What follows belongs to an exercise in optimizing a design on an open flow for small area, a short achievable clock period and few clock cycles per item; a production flow would make more cautious choices.
RTL that was checked went through simulation tests only; none was proved equivalent to the original.

==> trial 82: inputs <==
==> flow/design.v <==
module dds_freq_scaler (
    input  wire        clk,
    input  wire        rst,                 
    input  wire        in_valid,
    output wire        in_ready,
    input  wire [47:0] in_q,
    input  wire [31:0] in_ref,
    output wire        out_valid,
    input  wire        out_ready,
    output wire [27:0] out_word,
    output reg  [1:0]  out_err
);
    reg  [4:0]  cnt;                        
    reg         ldv;                        
    reg         fin;                        
    reg         wt;                         
    reg         outv;                       
    reg         inr;                        
    reg  [31:0] r;                          
    reg  [32:0] rem;                        
    reg         rem_sg;                     
    reg         sub_l;                      
    reg         sub_u;                      
    reg  [28:0] sr;                         
    reg         xr;                         
    reg         bad;                        
    wire        sub   = ~rem[32];
    wire        sub_h = ~rem_sg;
    wire [32:0] t     = {rem[31:0], xr};
    wire [32:0] a_b   = {{8{sub_u}}, {8{sub_h}}, {9{sub_l}}, {8{sub}}} ^ {1'b0, r};
    wire [32:0] a_p   = t ^ a_b;
    wire [32:0] a_g   = {t[32:1] & a_b[32:1], (t[0] & a_b[0]) | (a_p[0] & sub)};
    wire [33:0] a_c;
    assign a_c[0] = sub;
    wire a_G0_1 = a_g[1] | (a_p[1] & a_g[0]);
    wire a_G0_3 = a_g[3] | (a_p[3] & a_g[2]);
    wire a_P0_3 = a_p[3] & a_p[2];
    wire a_G0_5 = a_g[5] | (a_p[5] & a_g[4]);
    wire a_P0_5 = a_p[5] & a_p[4];
    wire a_G0_7 = a_g[7] | (a_p[7] & a_g[6]);
    wire a_P0_7 = a_p[7] & a_p[6];
    wire a_G0_9 = a_g[9] | (a_p[9] & a_g[8]);
    wire a_P0_9 = a_p[9] & a_p[8];
    wire a_G0_11 = a_g[11] | (a_p[11] & a_g[10]);
    wire a_P0_11 = a_p[11] & a_p[10];
    wire a_G0_13 = a_g[13] | (a_p[13] & a_g[12]);
    wire a_P0_13 = a_p[13] & a_p[12];
    wire a_G0_15 = a_g[15] | (a_p[15] & a_g[14]);
    wire a_P0_15 = a_p[15] & a_p[14];
    wire a_G0_17 = a_g[17] | (a_p[17] & a_g[16]);
    wire a_P0_17 = a_p[17] & a_p[16];
    wire a_G0_19 = a_g[19] | (a_p[19] & a_g[18]);
    wire a_P0_19 = a_p[19] & a_p[18];
    wire a_G0_21 = a_g[21] | (a_p[21] & a_g[20]);
    wire a_P0_21 = a_p[21] & a_p[20];
    wire a_G0_23 = a_g[23] | (a_p[23] & a_g[22]);
    wire a_P0_23 = a_p[23] & a_p[22];
    wire a_G0_25 = a_g[25] | (a_p[25] & a_g[24]);
    wire a_P0_25 = a_p[25] & a_p[24];
    wire a_G0_27 = a_g[27] | (a_p[27] & a_g[26]);
    wire a_P0_27 = a_p[27] & a_p[26];
    wire a_G0_29 = a_g[29] | (a_p[29] & a_g[28]);
    wire a_P0_29 = a_p[29] & a_p[28];
    wire a_G0_31 = a_g[31] | (a_p[31] & a_g[30]);
    wire a_P0_31 = a_p[31] & a_p[30];
    wire a_G1_2 = a_g[2] | (a_p[2] & a_G0_1);
    wire a_G1_3 = a_G0_3 | (a_P0_3 & a_G0_1);
    wire a_G1_6 = a_g[6] | (a_p[6] & a_G0_5);
    wire a_P1_6 = a_p[6] & a_P0_5;
    wire a_G1_7 = a_G0_7 | (a_P0_7 & a_G0_5);
    wire a_P1_7 = a_P0_7 & a_P0_5;
    wire a_G1_10 = a_g[10] | (a_p[10] & a_G0_9);
    wire a_P1_10 = a_p[10] & a_P0_9;
    wire a_G1_11 = a_G0_11 | (a_P0_11 & a_G0_9);
    wire a_P1_11 = a_P0_11 & a_P0_9;
    wire a_G1_14 = a_g[14] | (a_p[14] & a_G0_13);
    wire a_P1_14 = a_p[14] & a_P0_13;
    wire a_G1_15 = a_G0_15 | (a_P0_15 & a_G0_13);
    wire a_P1_15 = a_P0_15 & a_P0_13;
    wire a_G1_18 = a_g[18] | (a_p[18] & a_G0_17);
    wire a_P1_18 = a_p[18] & a_P0_17;
    wire a_G1_19 = a_G0_19 | (a_P0_19 & a_G0_17);
    wire a_P1_19 = a_P0_19 & a_P0_17;
    wire a_G1_22 = a_g[22] | (a_p[22] & a_G0_21);
    wire a_P1_22 = a_p[22] & a_P0_21;
    wire a_G1_23 = a_G0_23 | (a_P0_23 & a_G0_21);
    wire a_P1_23 = a_P0_23 & a_P0_21;
    wire a_G1_26 = a_g[26] | (a_p[26] & a_G0_25);
    wire a_P1_26 = a_p[26] & a_P0_25;
    wire a_G1_27 = a_G0_27 | (a_P0_27 & a_G0_25);
    wire a_P1_27 = a_P0_27 & a_P0_25;
    wire a_G1_30 = a_g[30] | (a_p[30] & a_G0_29);
    wire a_P1_30 = a_p[30] & a_P0_29;
    wire a_G1_31 = a_G0_31 | (a_P0_31 & a_G0_29);
    wire a_P1_31 = a_P0_31 & a_P0_29;
    wire a_G2_4 = a_g[4] | (a_p[4] & a_G1_3);
    wire a_G2_5 = a_G0_5 | (a_P0_5 & a_G1_3);
    wire a_G2_6 = a_G1_6 | (a_P1_6 & a_G1_3);
    wire a_G2_7 = a_G1_7 | (a_P1_7 & a_G1_3);
    wire a_G2_12 = a_g[12] | (a_p[12] & a_G1_11);
    wire a_P2_12 = a_p[12] & a_P1_11;
    wire a_G2_13 = a_G0_13 | (a_P0_13 & a_G1_11);
    wire a_P2_13 = a_P0_13 & a_P1_11;
    wire a_G2_14 = a_G1_14 | (a_P1_14 & a_G1_11);
    wire a_P2_14 = a_P1_14 & a_P1_11;
    wire a_G2_15 = a_G1_15 | (a_P1_15 & a_G1_11);
    wire a_P2_15 = a_P1_15 & a_P1_11;
    wire a_G2_20 = a_g[20] | (a_p[20] & a_G1_19);
    wire a_P2_20 = a_p[20] & a_P1_19;
    wire a_G2_21 = a_G0_21 | (a_P0_21 & a_G1_19);
    wire a_P2_21 = a_P0_21 & a_P1_19;
    wire a_G2_22 = a_G1_22 | (a_P1_22 & a_G1_19);
    wire a_P2_22 = a_P1_22 & a_P1_19;
    wire a_G2_23 = a_G1_23 | (a_P1_23 & a_G1_19);
    wire a_P2_23 = a_P1_23 & a_P1_19;
    wire a_G2_28 = a_g[28] | (a_p[28] & a_G1_27);
    wire a_P2_28 = a_p[28] & a_P1_27;
    wire a_G2_29 = a_G0_29 | (a_P0_29 & a_G1_27);
    wire a_P2_29 = a_P0_29 & a_P1_27;
    wire a_G2_30 = a_G1_30 | (a_P1_30 & a_G1_27);
    wire a_P2_30 = a_P1_30 & a_P1_27;
    wire a_G2_31 = a_G1_31 | (a_P1_31 & a_G1_27);
    wire a_P2_31 = a_P1_31 & a_P1_27;
    wire a_G3_8 = a_g[8] | (a_p[8] & a_G2_7);
    wire a_G3_9 = a_G0_9 | (a_P0_9 & a_G2_7);
    wire a_G3_10 = a_G1_10 | (a_P1_10 & a_G2_7);
    wire a_G3_11 = a_G1_11 | (a_P1_11 & a_G2_7);
    wire a_G3_12 = a_G2_12 | (a_P2_12 & a_G2_7);
    wire a_G3_13 = a_G2_13 | (a_P2_13 & a_G2_7);
    wire a_G3_14 = a_G2_14 | (a_P2_14 & a_G2_7);
    wire a_G3_15 = a_G2_15 | (a_P2_15 & a_G2_7);
    wire a_G3_24 = a_g[24] | (a_p[24] & a_G2_23);
    wire a_P3_24 = a_p[24] & a_P2_23;
    wire a_G3_25 = a_G0_25 | (a_P0_25 & a_G2_23);
    wire a_P3_25 = a_P0_25 & a_P2_23;
    wire a_G3_26 = a_G1_26 | (a_P1_26 & a_G2_23);
    wire a_P3_26 = a_P1_26 & a_P2_23;
    wire a_G3_27 = a_G1_27 | (a_P1_27 & a_G2_23);
    wire a_P3_27 = a_P1_27 & a_P2_23;
    wire a_G3_28 = a_G2_28 | (a_P2_28 & a_G2_23);
    wire a_P3_28 = a_P2_28 & a_P2_23;
    wire a_G3_29 = a_G2_29 | (a_P2_29 & a_G2_23);
    wire a_P3_29 = a_P2_29 & a_P2_23;
    wire a_G3_30 = a_G2_30 | (a_P2_30 & a_G2_23);
    wire a_P3_30 = a_P2_30 & a_P2_23;
    wire a_G3_31 = a_G2_31 | (a_P2_31 & a_G2_23);
    wire a_P3_31 = a_P2_31 & a_P2_23;
    wire a_G4_16 = a_g[16] | (a_p[16] & a_G3_15);
    wire a_G4_17 = a_G0_17 | (a_P0_17 & a_G3_15);
    wire a_G4_18 = a_G1_18 | (a_P1_18 & a_G3_15);
    wire a_G4_19 = a_G1_19 | (a_P1_19 & a_G3_15);
    wire a_G4_20 = a_G2_20 | (a_P2_20 & a_G3_15);
    wire a_G4_21 = a_G2_21 | (a_P2_21 & a_G3_15);
    wire a_G4_22 = a_G2_22 | (a_P2_22 & a_G3_15);
    wire a_G4_23 = a_G2_23 | (a_P2_23 & a_G3_15);
    wire a_G4_24 = a_G3_24 | (a_P3_24 & a_G3_15);
    wire a_G4_25 = a_G3_25 | (a_P3_25 & a_G3_15);
    wire a_G4_26 = a_G3_26 | (a_P3_26 & a_G3_15);
    wire a_G4_27 = a_G3_27 | (a_P3_27 & a_G3_15);
    wire a_G4_28 = a_G3_28 | (a_P3_28 & a_G3_15);
    wire a_G4_29 = a_G3_29 | (a_P3_29 & a_G3_15);
    wire a_G4_30 = a_G3_30 | (a_P3_30 & a_G3_15);
    wire a_G4_31 = a_G3_31 | (a_P3_31 & a_G3_15);
    wire a_G5_32 = a_g[32] | (a_p[32] & a_G4_31);
    assign a_c[1] = a_g[0];
    assign a_c[2] = a_G0_1;
    assign a_c[3] = a_G1_2;
    assign a_c[4] = a_G1_3;
    assign a_c[5] = a_G2_4;
    assign a_c[6] = a_G2_5;
    assign a_c[7] = a_G2_6;
    assign a_c[8] = a_G2_7;
    assign a_c[9] = a_G3_8;
    assign a_c[10] = a_G3_9;
    assign a_c[11] = a_G3_10;
    assign a_c[12] = a_G3_11;
    assign a_c[13] = a_G3_12;
    assign a_c[14] = a_G3_13;
    assign a_c[15] = a_G3_14;
    assign a_c[16] = a_G3_15;
    assign a_c[17] = a_G4_16;
    assign a_c[18] = a_G4_17;
    assign a_c[19] = a_G4_18;
    assign a_c[20] = a_G4_19;
    assign a_c[21] = a_G4_20;
    assign a_c[22] = a_G4_21;
    assign a_c[23] = a_G4_22;
    assign a_c[24] = a_G4_23;
    assign a_c[25] = a_G4_24;
    assign a_c[26] = a_G4_25;
    assign a_c[27] = a_G4_26;
    assign a_c[28] = a_G4_27;
    assign a_c[29] = a_G4_28;
    assign a_c[30] = a_G4_29;
    assign a_c[31] = a_G4_30;
    assign a_c[32] = a_G4_31;
    assign a_c[33] = a_G5_32;
    wire [32:0] rnew  = a_p ^ a_c[32:0];
    wire        q_bit = ~rnew[32];
    wire        s0    = ~wt & (cnt == 5'd0);
    wire        s1    = ~wt & (cnt == 5'd1);
    wire        s2    = ~wt & (cnt == 5'd2);
    wire        ss    = ~wt & (cnt[4:1] != 4'd0);
    wire        last  = (cnt == 5'd29);
    wire        stall = s2 & outv;              
    wire        shift = ss & ~stall;
    wire        ld    = (s0 & ~ldv) | stall | (ss & last) | (wt & ~outv);
    wire        done  = (s0 & fin) | (wt & ~outv);
    wire [27:0] a     = sr[28:1];
    wire        rnd   = sr[0];
    wire        ref0  = (r == 32'd0);
    wire [15:0] qlo   = in_q[15:0];
    assign in_ready  = inr;
    assign out_valid = outv;
    assign out_word  = sr[28:1];
    always @(posedge clk) begin
        if (rst) begin
            cnt  <= 5'd0;
            ldv  <= 1'b0;
            fin  <= 1'b0;
            wt   <= 1'b0;
            outv <= 1'b0;
            inr  <= 1'b0;
        end else begin
            cnt  <= ld ? 5'd0 : cnt + 5'd1;
            if (ld)
                ldv <= in_valid & ~inr;
            fin  <= ss & last;
            wt   <= (s1 & bad) | (wt & outv);
            outv <= done | (outv & ~out_ready);
            inr  <= (s0 & ldv & (rem_sg | q_bit)) | (ss & (cnt == 5'd15));
        end
    end
    always @(posedge clk) begin
        rem    <= ld ? {3'b000, in_q[46:17]} : rnew;
        rem_sg <= ld ? in_q[47] : rnew[32];
        sub_l  <= ld ? 1'b1 : ~rnew[32];
        sub_u  <= ld ? ~in_q[47] : ~rnew[32];
        if (ld)
            xr <= in_q[16];
        else
            xr <= ~cnt[4] & qlo[~cnt[3:0]];      
        if (ld)
            r <= in_ref;
        if (s0)
            bad <= rem_sg | q_bit;
        if (shift)
            sr <= {sr[27:0], q_bit};
        else begin                          
            sr[28:1] <= (wt & ~outv) ? 28'd0 : a + {27'd0, fin & rnd};
            if (s1)
                sr[0] <= q_bit;
        end
        if (done)
            out_err <= wt ? {ref0, ~ref0} : {1'b0, &a & rnd};
    end
endmodule
==> flow/flow/run.sh <==
#!/bin/bash
# Standard ORFS layout (the standard.sh), with two flow knobs changed:
#  - port buffers are buf_1 cells instead of the resizer's default pick;
set -euo pipefail
export BUFFER_PORTS_ARGS="-buffer_cell sky130_fd_sc_hd__buf_1"
export SETUP_SLACK_MARGIN="${SETUP_SLACK_MARGIN_OVERRIDE:-7.0}"
bash standard.sh > standard_flow.log 2>&1
==> flow/standard.sh <==
#!/bin/bash
# synth_recipe.tcl (not shown) runs the flow's synth.tcl, then flattens the netlist and writes it again
# the make line also repeats each setting of config.mk as NAME=value (left out here)
make -C /OpenROAD-flow-scripts/flow DESIGN_CONFIG=/design/flow/config.mk WORK_HOME=/design/flow/orfs CLKGATE_MAP_FILE= SYNTH_SCRIPT=/design/flow/synth_recipe.tcl "${@:-finish}"
==> flow/config.mk <==
export PLATFORM = sky130hd
export DESIGN_NAME = dds_freq_scaler
export DESIGN_NICKNAME = dds_freq_scaler
export VERILOG_FILES = /design/flow/design.v
export SDC_FILE = /design/flow/constraint.sdc
export NUM_CORES = 4
export LEC_CHECK = 0
export CAP_MARGIN = 20
export CORE_MARGIN = 2
export CORE_UTILIZATION = 60
export CTS_BUF_LIST = sky130_fd_sc_hd__clkbuf_4 sky130_fd_sc_hd__clkbuf_8
export SLEW_MARGIN = 20
==> flow/constraint.sdc <==
create_clock -name core_clock -period 10.0 [get_ports {clk}]
set_input_delay 2.0000 -clock core_clock [delete_from_list [all_inputs] [get_ports {clk}]]
set_output_delay 2.0000 -clock core_clock [all_outputs]
set_load 0.01 [all_outputs]
==> inputs of build 45, as changes to trial 82 <==
--- a/flow/design.v
+++ b/flow/design.v
@@ -12,8 +12,7 @@
 );
-    reg  [4:0]  cnt;                        
-    reg         ldv;                        
+    reg         idle;                       
+    reg         busy;                       
     reg         fin;                        
-    reg         wt;                         
     reg         outv;                       
-    reg         inr;                        
+    reg  [4:0]  cnt;
     reg  [31:0] r;                          
@@ -21,6 +20,3 @@
     reg         rem_sg;                     
-    reg         sub_l;                      
-    reg         sub_u;                      
     reg  [28:0] sr;                         
-    reg         xr;                         
     reg         bad;                        
@@ -28,4 +24,4 @@
     wire        sub_h = ~rem_sg;
-    wire [32:0] t     = {rem[31:0], xr};
-    wire [32:0] a_b   = {{8{sub_u}}, {8{sub_h}}, {9{sub_l}}, {8{sub}}} ^ {1'b0, r};
+    wire [32:0] t     = {rem[31:0], sr[28]};
+    wire [32:0] a_b   = {{17{sub_h}}, {16{sub}}} ^ {1'b0, r};
     wire [32:0] a_p   = t ^ a_b;
@@ -199,11 +195,5 @@
     wire        q_bit = ~rnew[32];
-    wire        s0    = ~wt & (cnt == 5'd0);
-    wire        s1    = ~wt & (cnt == 5'd1);
-    wire        s2    = ~wt & (cnt == 5'd2);
-    wire        ss    = ~wt & (cnt[4:1] != 4'd0);
+    wire        second = (cnt == 5'd1);
     wire        last  = (cnt == 5'd29);
-    wire        stall = s2 & outv;              
-    wire        shift = ss & ~stall;
-    wire        ld    = (s0 & ~ldv) | stall | (ss & last) | (wt & ~outv);
-    wire        done  = (s0 & fin) | (wt & ~outv);
+    wire        stop  = bad | sr[0];        
     wire [27:0] a     = sr[28:1];
@@ -211,4 +201,4 @@
     wire        ref0  = (r == 32'd0);
-    wire [15:0] qlo   = in_q[15:0];
-    assign in_ready  = inr;
+    wire        ld    = ~(busy | fin | outv);    
+    assign in_ready  = idle;
     assign out_valid = outv;
@@ -217,16 +207,23 @@
         if (rst) begin
-            cnt  <= 5'd0;
-            ldv  <= 1'b0;
+            idle <= 1'b1;
+            busy <= 1'b0;
             fin  <= 1'b0;
-            wt   <= 1'b0;
             outv <= 1'b0;
-            inr  <= 1'b0;
         end else begin
-            cnt  <= ld ? 5'd0 : cnt + 5'd1;
-            if (ld)
-                ldv <= in_valid & ~inr;
-            fin  <= ss & last;
-            wt   <= (s1 & bad) | (wt & outv);
-            outv <= done | (outv & ~out_ready);
-            inr  <= (s0 & ldv & (rem_sg | q_bit)) | (ss & (cnt == 5'd15));
+            if (idle && in_valid) begin
+                idle <= 1'b0;
+                busy <= 1'b1;
+            end
+            if (busy && (last || (second && stop))) begin
+                busy <= 1'b0;
+                fin  <= 1'b1;
+            end
+            if (fin) begin
+                fin  <= 1'b0;
+                outv <= 1'b1;
+            end
+            if (outv && out_ready) begin
+                outv <= 1'b0;
+                idle <= 1'b1;
+            end
         end
@@ -234,23 +231,25 @@
     always @(posedge clk) begin
-        rem    <= ld ? {3'b000, in_q[46:17]} : rnew;
-        rem_sg <= ld ? in_q[47] : rnew[32];
-        sub_l  <= ld ? 1'b1 : ~rnew[32];
-        sub_u  <= ld ? ~in_q[47] : ~rnew[32];
+        cnt    <= busy ? cnt + 5'd1 : 5'd0;
+        rem    <= busy ? rnew : {3'b000, in_q[46:17]};
+        rem_sg <= busy ? rnew[32] : in_q[47];
+        if (!busy)
+            r  <= in_ref;
         if (ld)
-            xr <= in_q[16];
-        else
-            xr <= ~cnt[4] & qlo[~cnt[3:0]];      
+            bad <= in_q[47];
+        else if (busy && second)
+            bad <= stop;
         if (ld)
-            r <= in_ref;
-        if (s0)
-            bad <= rem_sg | q_bit;
-        if (shift)
+            sr <= {in_q[16:0], 12'd0};
+        else if (busy)
             sr <= {sr[27:0], q_bit};
-        else begin                          
-            sr[28:1] <= (wt & ~outv) ? 28'd0 : a + {27'd0, fin & rnd};
-            if (s1)
-                sr[0] <= q_bit;
+        else                                
+            sr[28:1] <= (fin & bad) ? 28'd0 : a + {27'd0, fin & rnd};
+        if (fin) begin
+            if (ref0)
+                out_err <= 2'd2;
+            else if (bad | (&a & rnd))
+                out_err <= 2'd1;
+            else
+                out_err <= 2'd0;
         end
-        if (done)
-            out_err <= wt ? {ref0, ~ref0} : {1'b0, &a & rnd};
     end
--- a/flow/flow/run.sh
+++ b/flow/flow/run.sh
@@ -5,3 +5,3 @@
 export BUFFER_PORTS_ARGS="-buffer_cell sky130_fd_sc_hd__buf_1"
-export SETUP_SLACK_MARGIN="${SETUP_SLACK_MARGIN_OVERRIDE:-7.0}"
+export SETUP_SLACK_MARGIN="${SETUP_SLACK_MARGIN_OVERRIDE:-6.9}"
 bash standard.sh > standard_flow.log 2>&1
--- a/flow/config.mk
+++ b/flow/config.mk
@@ -11,2 +11,3 @@
 export CTS_BUF_LIST = sky130_fd_sc_hd__clkbuf_4 sky130_fd_sc_hd__clkbuf_8
+export GPL_ROUTABILITY_DRIVEN = 0
 export SLEW_MARGIN = 20
==> inputs of build 28, as changes to trial 82 <==
--- a/flow/design.v
+++ b/flow/design.v
@@ -12,20 +12,14 @@
 );
-    reg  [4:0]  cnt;                        
-    reg         ldv;                        
+    reg         idle;                       
+    reg         busy;                       
     reg         fin;                        
-    reg         wt;                         
     reg         outv;                       
-    reg         inr;                        
+    reg  [4:0]  cnt;
     reg  [31:0] r;                          
     reg  [32:0] rem;                        
-    reg         rem_sg;                     
-    reg         sub_l;                      
-    reg         sub_u;                      
     reg  [28:0] sr;                         
-    reg         xr;                         
     reg         bad;                        
     wire        sub   = ~rem[32];
-    wire        sub_h = ~rem_sg;
-    wire [32:0] t     = {rem[31:0], xr};
-    wire [32:0] a_b   = {{8{sub_u}}, {8{sub_h}}, {9{sub_l}}, {8{sub}}} ^ {1'b0, r};
+    wire [32:0] t     = {rem[31:0], sr[28]};
+    wire [32:0] a_b   = {33{sub}} ^ {1'b0, r};
     wire [32:0] a_p   = t ^ a_b;
@@ -199,11 +193,4 @@
     wire        q_bit = ~rnew[32];
-    wire        s0    = ~wt & (cnt == 5'd0);
-    wire        s1    = ~wt & (cnt == 5'd1);
-    wire        s2    = ~wt & (cnt == 5'd2);
-    wire        ss    = ~wt & (cnt[4:1] != 4'd0);
+    wire        first = (cnt == 5'd0);
     wire        last  = (cnt == 5'd29);
-    wire        stall = s2 & outv;              
-    wire        shift = ss & ~stall;
-    wire        ld    = (s0 & ~ldv) | stall | (ss & last) | (wt & ~outv);
-    wire        done  = (s0 & fin) | (wt & ~outv);
     wire [27:0] a     = sr[28:1];
@@ -211,4 +198,3 @@
     wire        ref0  = (r == 32'd0);
-    wire [15:0] qlo   = in_q[15:0];
-    assign in_ready  = inr;
+    assign in_ready  = idle;
     assign out_valid = outv;
@@ -217,16 +203,23 @@
         if (rst) begin
-            cnt  <= 5'd0;
-            ldv  <= 1'b0;
+            idle <= 1'b1;
+            busy <= 1'b0;
             fin  <= 1'b0;
-            wt   <= 1'b0;
             outv <= 1'b0;
-            inr  <= 1'b0;
         end else begin
-            cnt  <= ld ? 5'd0 : cnt + 5'd1;
-            if (ld)
-                ldv <= in_valid & ~inr;
-            fin  <= ss & last;
-            wt   <= (s1 & bad) | (wt & outv);
-            outv <= done | (outv & ~out_ready);
-            inr  <= (s0 & ldv & (rem_sg | q_bit)) | (ss & (cnt == 5'd15));
+            if (idle && in_valid) begin
+                idle <= 1'b0;
+                busy <= 1'b1;
+            end
+            if (busy && (last || (first && (bad || q_bit)))) begin
+                busy <= 1'b0;
+                fin  <= 1'b1;
+            end
+            if (fin) begin
+                fin  <= 1'b0;
+                outv <= 1'b1;
+            end
+            if (outv && out_ready) begin
+                outv <= 1'b0;
+                idle <= 1'b1;
+            end
         end
@@ -234,23 +227,24 @@
     always @(posedge clk) begin
-        rem    <= ld ? {3'b000, in_q[46:17]} : rnew;
-        rem_sg <= ld ? in_q[47] : rnew[32];
-        sub_l  <= ld ? 1'b1 : ~rnew[32];
-        sub_u  <= ld ? ~in_q[47] : ~rnew[32];
-        if (ld)
-            xr <= in_q[16];
-        else
-            xr <= ~cnt[4] & qlo[~cnt[3:0]];      
-        if (ld)
-            r <= in_ref;
-        if (s0)
-            bad <= rem_sg | q_bit;
-        if (shift)
+        cnt <= idle ? 5'd0 : cnt + 5'd1;
+        rem <= idle ? {3'b000, in_q[46:17]} : rnew;
+        if (idle) begin
+            r   <= in_ref;
+            bad <= in_q[47];
+        end else if (busy && first) begin
+            bad <= bad | q_bit;
+        end
+        if (idle)
+            sr <= {in_q[16:0], 12'd0};
+        else if (busy)
             sr <= {sr[27:0], q_bit};
-        else begin                          
-            sr[28:1] <= (wt & ~outv) ? 28'd0 : a + {27'd0, fin & rnd};
-            if (s1)
-                sr[0] <= q_bit;
+        else                                
+            sr[28:1] <= (fin & bad) ? 28'd0 : a + {27'd0, fin & rnd};
+        if (fin) begin
+            if (ref0)
+                out_err <= 2'd2;
+            else if (bad | (&a & rnd))
+                out_err <= 2'd1;
+            else
+                out_err <= 2'd0;
         end
-        if (done)
-            out_err <= wt ? {ref0, ~ref0} : {1'b0, &a & rnd};
     end
==> inputs of build 73, as changes to trial 82 <==
--- a/flow/design.v
+++ b/flow/design.v
@@ -21,4 +21,2 @@
     reg         rem_sg;                     
-    reg         sub_l;                      
-    reg         sub_u;                      
     reg  [28:0] sr;                         
@@ -29,3 +27,3 @@
     wire [32:0] t     = {rem[31:0], xr};
-    wire [32:0] a_b   = {{8{sub_u}}, {8{sub_h}}, {9{sub_l}}, {8{sub}}} ^ {1'b0, r};
+    wire [32:0] a_b   = {{17{sub_h}}, {16{sub}}} ^ {1'b0, r};
     wire [32:0] a_p   = t ^ a_b;
@@ -236,4 +234,2 @@
         rem_sg <= ld ? in_q[47] : rnew[32];
-        sub_l  <= ld ? 1'b1 : ~rnew[32];
-        sub_u  <= ld ? ~in_q[47] : ~rnew[32];
         if (ld)
--- a/flow/flow/run.sh
+++ b/flow/flow/run.sh
@@ -5,3 +5,3 @@
 export BUFFER_PORTS_ARGS="-buffer_cell sky130_fd_sc_hd__buf_1"
-export SETUP_SLACK_MARGIN="${SETUP_SLACK_MARGIN_OVERRIDE:-7.0}"
+export SETUP_SLACK_MARGIN="${SETUP_SLACK_MARGIN_OVERRIDE:-6.9}"
 bash standard.sh > standard_flow.log 2>&1
==> impl_metrics.csv <==
group,metric,value,unit
setup_path,path_buf_inv,1,
outcome,status,"timing/DRC/antenna clean",
finish,final-nonclk-buf-share,6.97,%
global_route,grt_use_met2,43.1,%
finish,area_growth,13.4,%
setup_path,worstSetupPathType,"reg -> out",
# the run above: trial 82

==> impl_metrics.csv <==
group,metric,value,unit
outcome,status,"timing/DRC/antenna clean",
global_route,grt_use_met2,41.1,%
finish,final-nonclk-buf-share,7.28,%
setup_path,worstSetupPathType,"reg -> out",
setup_path,critical-path-slowest-cell,"dfxtp_1",
# the run above: build 73

==> impl_metrics.csv <==
group,metric,value,unit
outcome,status,"timing/DRC/antenna clean",
setup_path,worstSetupPathType,"reg -> reg",
global_route,grt_use_met2,41.8,%
setup_path,path_buf_inv,4,
# the run above: build 28

==> impl_metrics.csv <==
group,metric,value,unit
outcome,status,"timing/DRC/antenna clean",
routing,route.met2.wl,5.42,mm
logic_synthesis,yosysSeqAreaShare,44.6,%
logic_synthesis,yosys-top-cells-count,"dfxtp_1, xnor2_1, o21ai_0, nand2_1, edfxtp_1",
setup_path,path_buf_inv,1,
finish,area_growth,15.0,%
global_route,grt_use_met2,37.9,%
sta,slew_violations,0,
# the run above: build 45

Testbench counts of trial 82, summed over its fixed seeds: cycles 69,998, items 2,400.
Testbench counts of build 45, summed over its fixed seeds: cycles 77,100, items 2,400.
Testbench counts of build 73, summed over its fixed seeds: cycles 69,998, items 2,400.
Function not checked in build 28: the RTL went through the layout flow alone.

separate check: timing with driven ports:
Ports are ideal in the flow. The routed layouts listed here were re-timed in OpenROAD. Step 1 assumes that a clkbuf_16 drives the clock port and a buf_2 every other input. Step 2 adds t to the input delays and takes it off the output delays; t is the mean of the earliest and latest rising clock arrival at the registers after step 1. Input paths then give back, and output paths get back, about the clock's delay inside the block. Slacks: ideal / step 1 / step 2; pairs: ideal / step 1.
run | shift t [ns] | setup slack, ns | worst slew at a driven data input, ns | cell pins on the clock port's net
trial 82 | 0.394 | 7.039 / 7.006 / 6.665 | 0.04 | 1
build 45 | 0.407 | 6.948 / 6.916 / 6.995 | 0.04 | 1
build 28 | 0.409 | 6.948 / 6.948 / 6.948 | 0.04 | 1
build 73 | 0.417 | 6.952 / 6.918 / 6.678 | 0.03 | 1
After both steps every run listed still meets setup and hold. For trial 82, which loses most, drivers alone change the setup slack by -0.033 ns; drivers and shift together by -0.374 ns.
